From an optimization exercise on the open Yosys and OpenROAD flow, aimed at small area, a short achievable clock period and few clock cycles; shortcuts taken in it are not production practice. At most, simulation tests tie the RTL to the original design; equivalence was not proved. Power and IR drop assume default switching activity.

== alpha ==
==> flow/design.v (excerpt) <==
module simplevm_core (
    input  wire        clk,
    input  wire        rst,           
    output wire        mem_req,
    output wire        mem_we,
    output wire [11:0] mem_addr,
    output wire [7:0]  mem_wdata,
    input  wire        mem_ready,
    input  wire [7:0]  mem_rdata,
    output reg         out_valid,
    output wire [7:0]  out_byte,
    output wire        halted,
    output wire        faulted,
    output wire [7:0]  exit_code,
    output wire [2:0]  fault_kind,
    output wire [15:0] fault_pc,
    output wire [15:0] fault_word,
    output wire [3:0]  flags
);
    localparam [2:0] F_INVALID_OPCODE  = 3'd3;
    localparam [2:0] F_STACK_OVERFLOW  = 3'd5;
    localparam [2:0] F_STACK_UNDERFLOW = 3'd6;
    localparam [2:0] F_MEMORY_BOUNDS   = 3'd7;
    localparam [3:0] A_NONE = 4'd0,
                     A_ADD  = 4'd1,
                     A_SUB  = 4'd2,
                     A_MUL  = 4'd3,
                     A_DIV  = 4'd4,    
                     A_DIVS = 4'd5,    
                     A_CMP  = 4'd6,
                     A_OR   = 4'd7,
                     A_AND  = 4'd8,
                     A_XOR  = 4'd9,
                     A_NOT  = 4'd10,
                     A_MOVI = 4'd11,
                     A_MOVR = 4'd12;
    function [9:0] cla9;
        input [8:0] a;
        input [8:0] b;
        input       cin;
        reg   [8:0] g, p, gg, pp, gn, pn;
        integer     s, j;
        begin
            g = a & b;
            p = a ^ b;
            gg = g;
            gg[0] = g[0] | (p[0] & cin);
            pp = p;
            for (s = 1; s < 9; s = s * 2) begin
                gn = gg;
                pn = pp;
                for (j = s; j < 9; j = j + 1) begin
                    gn[j] = gg[j] | (pp[j] & gg[j-s]);
                    pn[j] = pp[j] & pp[j-s];
                end
                gg = gn;
                pp = pn;
            end
            cla9 = {gg[8], p ^ {gg[7:0], cin}};
        end
    endfunction
    function [2:0] msb8;
        input [7:0] v;
        begin
            msb8 = v[7] ? 3'd7 : v[6] ? 3'd6 : v[5] ? 3'd5 : v[4] ? 3'd4 :
                   v[3] ? 3'd3 : v[2] ? 3'd2 : v[1] ? 3'd1 : 3'd0;
        end
  ...
For scale: ~2000 cells after synthesis, roughly 250 flip-flops, ~0.016 sq mm of cells after synthesis.
clock: 15.0 ns
lec_check: 0
abc_area: 1
cap_margin: 20
core_margin: 2
core_utilization: 40
slew_margin: 20
standard.sh (not shown) runs the stock make flow with config.mk's settings and CLKGATE_MAP_FILE= SYNTH_SCRIPT=/design/flow/synth_recipe.tcl, a recipe that flattens the netlist after the stock synthesis.
==> flow/flow/run.sh <==
#!/bin/bash
# Standard layout with two changes: the port buffers are buf_2 cells, and
# timing repair aims for extra setup slack so that the critical paths get
# sized for speed even though the clock is met.
bash standard.sh 'BUFFER_PORTS_ARGS=-buffer_cell sky130_fd_sc_hd__buf_2' SETUP_SLACK_MARGIN=10 finish > standard.log 2>&1
Input changes introduced in beta (baseline for comparison: alpha):
--- a/flow/design.v
+++ b/flow/design.v
@@ -74,25 +74,24 @@
     reg        halted_r, faulted_r;
     reg        ex;        
     reg [7:0]  x [0:15];
     reg [15:0] ma;        
     reg [11:0] maddr;     
     reg        mreq, mwe;
     reg        pbit;      
     reg [15:0] ir;
     reg [7:0]  opa;       
     reg        opx;       
     reg [7:0]  opb;       
     reg [3:0]  ek;        
-    reg [3:0]  edst;
     reg [11:0] sp;
     reg [12:0] crr;
     reg        f_ov, f_zd, f_nzr, f_lt;
     reg [7:0]  dqs;       
     reg [2:0]  dcnt;      
     reg [2:0]  fkind_r;
     assign mem_req    = mreq;
     assign mem_we     = mwe;
     assign mem_addr   = maddr;
     assign halted     = halted_r;
     assign faulted    = faulted_r;
     assign exit_code  = opb;
@@ -127,71 +126,71 @@
     wire [2:0] dn    = la - lb;
     wire [16:0] dsh  = {9'd0, opa} << (4'd8 - {1'b0, dn});
     wire       div_last = ((ek == A_DIV) & dimm) | ((ek == A_DIVS) & (dcnt == 3'd0));
     wire       dq    = acarry;
     wire [7:0] dr    = dq ? asum : opa;
     reg       we;
     reg [3:0] wa;
     reg [7:0] wd;
     reg       we15;
     reg [7:0] wd15;
     reg       div_busy;
     always @(*) begin
-        we = 1'b1; wa = edst; wd = asum; we15 = 1'b0; wd15 = opa; div_busy = 1'b0;
+        we = 1'b1; wa = op_c; wd = asum; we15 = 1'b0; wd15 = opa; div_busy = 1'b0;
         case (ek)
             A_ADD, A_SUB: wd = asum;
             A_MUL:  wd = mlo[7:0];
             A_DIV, A_DIVS: begin
                 if (div_last) begin
                     wd = {dqs[6:0], dq}; we15 = 1'b1; wd15 = dr;
                 end else begin
                     we = 1'b0; div_busy = 1'b1;
                 end
             end
             A_OR:   wd = opa | opb;
             A_AND:  wd = opa & opb;
             A_XOR:  wd = opa ^ opb;
             A_NOT:  wd = ~opa;
-            A_MOVI: wd = ir[7:0];
-            A_MOVR: wd = opb;
             default: we = 1'b0;
         endcase
     end
     wire [7:0] xr_fwd = (we15 && rsel == 4'd15) ? wd15 :
                         (we && wa == rsel)      ? wd : xr;
     wire       pop_we = s_pop;
     wire       prt_we = s_print & mem_ready & ~pbit & (mem_rdata == 8'd0);
-    wire [7:0] wdp    = s_pop ? mem_rdata : (s_print | s_hdr0) ? 8'd0 : wd;
+    wire       mv_we  = s_f0 & ex & ((op_a == 4'h2) | (op_a == 4'h7));
+    wire [7:0] mv_wd  = op_a[2] ? opb : ir[7:0];
+    wire [7:0] wdp    = s_pop ? mem_rdata : (s_print | s_hdr0) ? 8'd0 : mv_we ? mv_wd : wd;
     wire [7:0] wd15m  = we15 ? wd15 : wdp;
     integer i;
     always @(posedge clk) begin
         for (i = 0; i < 15; i = i + 1)
-            if (s_hdr0 || (we && wa == i) || (pop_we && op_d == i) || (prt_we && i == 14))
+            if (s_hdr0 || (we && wa == i) || (mv_we && op_b == i) || (pop_we && op_d == i) ||
+                (prt_we && i == 14))
                 x[i] <= wdp;
-        if (s_hdr0 || we15 || (we && wa == 4'd15) || (pop_we && op_d == 4'd15)) x[15] <= wd15m;
+        if (s_hdr0 || we15 || (we && wa == 4'd15) || (mv_we && op_b == 4'd15) ||
+            (pop_we && op_d == 4'd15)) x[15] <= wd15m;
     end
     reg [3:0] dk;
     always @(*) begin
         dk = A_NONE;
         case (op_a)
             4'h1: case (op_b)
                 4'h0: dk = A_ADD;
                 4'h1: dk = A_SUB;
                 4'h2: dk = A_MUL;
                 4'h3: dk = (opb == 8'd0) ? A_NONE : A_DIV;
                 4'h4: dk = A_CMP;
                 default: ;
             endcase
-            4'h2: dk = A_MOVI;
-            4'h7: dk = A_MOVR;
             4'h9: case (op_b[1:0])
                 2'd0: dk = A_OR;
                 2'd1: dk = A_AND;
                 2'd2: dk = A_XOR;
                 default: dk = A_NOT;
             endcase
             default: ;
         endcase
     end
     wire h_invalid = ((op_a == 4'h0) & (op_b > 4'h1)) |
                      ((op_a == 4'h1) & (op_b > 4'h4)) |
                      ((op_a == 4'h6) & (op_b > 4'h1)) |
@@ -348,32 +347,31 @@
             default: ;
         endcase
         if (s_hdr0) begin
             sp    <= 12'd4095;
             crr   <= 13'd0;
             f_ov  <= 1'b0;
             f_zd  <= 1'b0;
             f_nzr <= 1'b0;
             f_lt  <= 1'b0;
         end
         if (s_hdr0 || s_f0) ir[15:8] <= mem_rdata;
         if (s_hdr1) ma <= nxt;
-        if (s_f1)   ir[7:0]  <= mem_rdata;
+        if (s_f1 && !div_busy) ir[7:0] <= mem_rdata;
         if (s_f1 && !div_busy) opb <= xr_fwd;
         if (s_f1 && h_call) crr <= ma_pm;
         if (s_f1 && h_print) pbit <= 1'b0;
         if (s_print) opb <= mem_rdata;
         if (s_f0) begin
             if (ex) begin
-                edst <= (op_a == 4'h2 || op_a == 4'h7) ? op_b : op_c;
                 opa  <= xr;
                 opx  <= 1'b0;
                 dqs  <= 8'd0;
                 if (op_a == 4'h1 && op_b == 4'h3 && opb == 8'd0) f_zd <= 1'b1;
             end
         end
         if (f1_go && !h_invalid && !h_halt && !h_push && !h_pop && !h_print) begin
             ma <= nxt;
             if (h_jlt && lt_now) f_lt <= 1'b0;
         end
         if (back_f0) ma <= nxt;
         if (s_push && done) sp <= sp_step;
### Flow results
Between alpha and beta, the difference in register-to-register setup slack is negligible.
beta vs alpha: depth of the worst register-to-register path down
Looking at alpha and beta, the area taken by multi-input logic gates is a wash.
Routed via count across alpha and beta: no real change.
Compared with alpha, beta degrades final critical-path setup slack.
Against alpha as the reference, beta delivers a higher required time at the endpoint of the critical path.
Synthesized cell count down 1.3% in beta wrt alpha
On beta: cell area after technology mapping is 0.92% lower than what alpha gave.
For alpha, the critical path endpoint was x[15][6], unlike beta, where it was opb[6].
Sort alpha and beta by final area asc -> top: alpha
Run comparison: beta group with the largest share of power registers; alpha group with the largest share of power combinational logic
Summary of beta over alpha: clock network fraction of total power went up by 4.7 points; maximum fanout along the worst path shows a reduction of 10.
Testbench counts of beta, summed over its fixed seeds: cycles 108,018.
No functional check of the RTL was part of alpha.

[port drivers added, routing unchanged]
Ports are ideal in the flow. The routed layouts listed here were re-timed in OpenROAD. Step 1, drivers: a clkbuf_16 drives clk and a buf_2 each remaining input, both assumed. Step 2 adds t to the input delays and takes it off the output delays; t is the mean of the earliest and latest rising clock arrival at the registers after step 1. Input paths then give back, and output paths get back, about the clock's delay inside the block. Slacks: ideal / step 1 / step 2; pairs: ideal / step 1.
run	t, ns	setup WS [ns]	worst setup path after step 2	clock arrival spread, ns	slew at the worst register clock pin (ns)
alpha	0.593	10.103 / 10.103 / 9.544	input to register	0.015 / 0.014	0.07 / 0.07
beta	0.627	10.077 / 10.064 / 9.438	input to register	0.017 / 0.017	0.07 / 0.07
After both steps every run listed still meets setup and hold. The setup slack of beta, which loses most, moves by -0.013 ns with the drivers and by -0.639 ns with both steps.
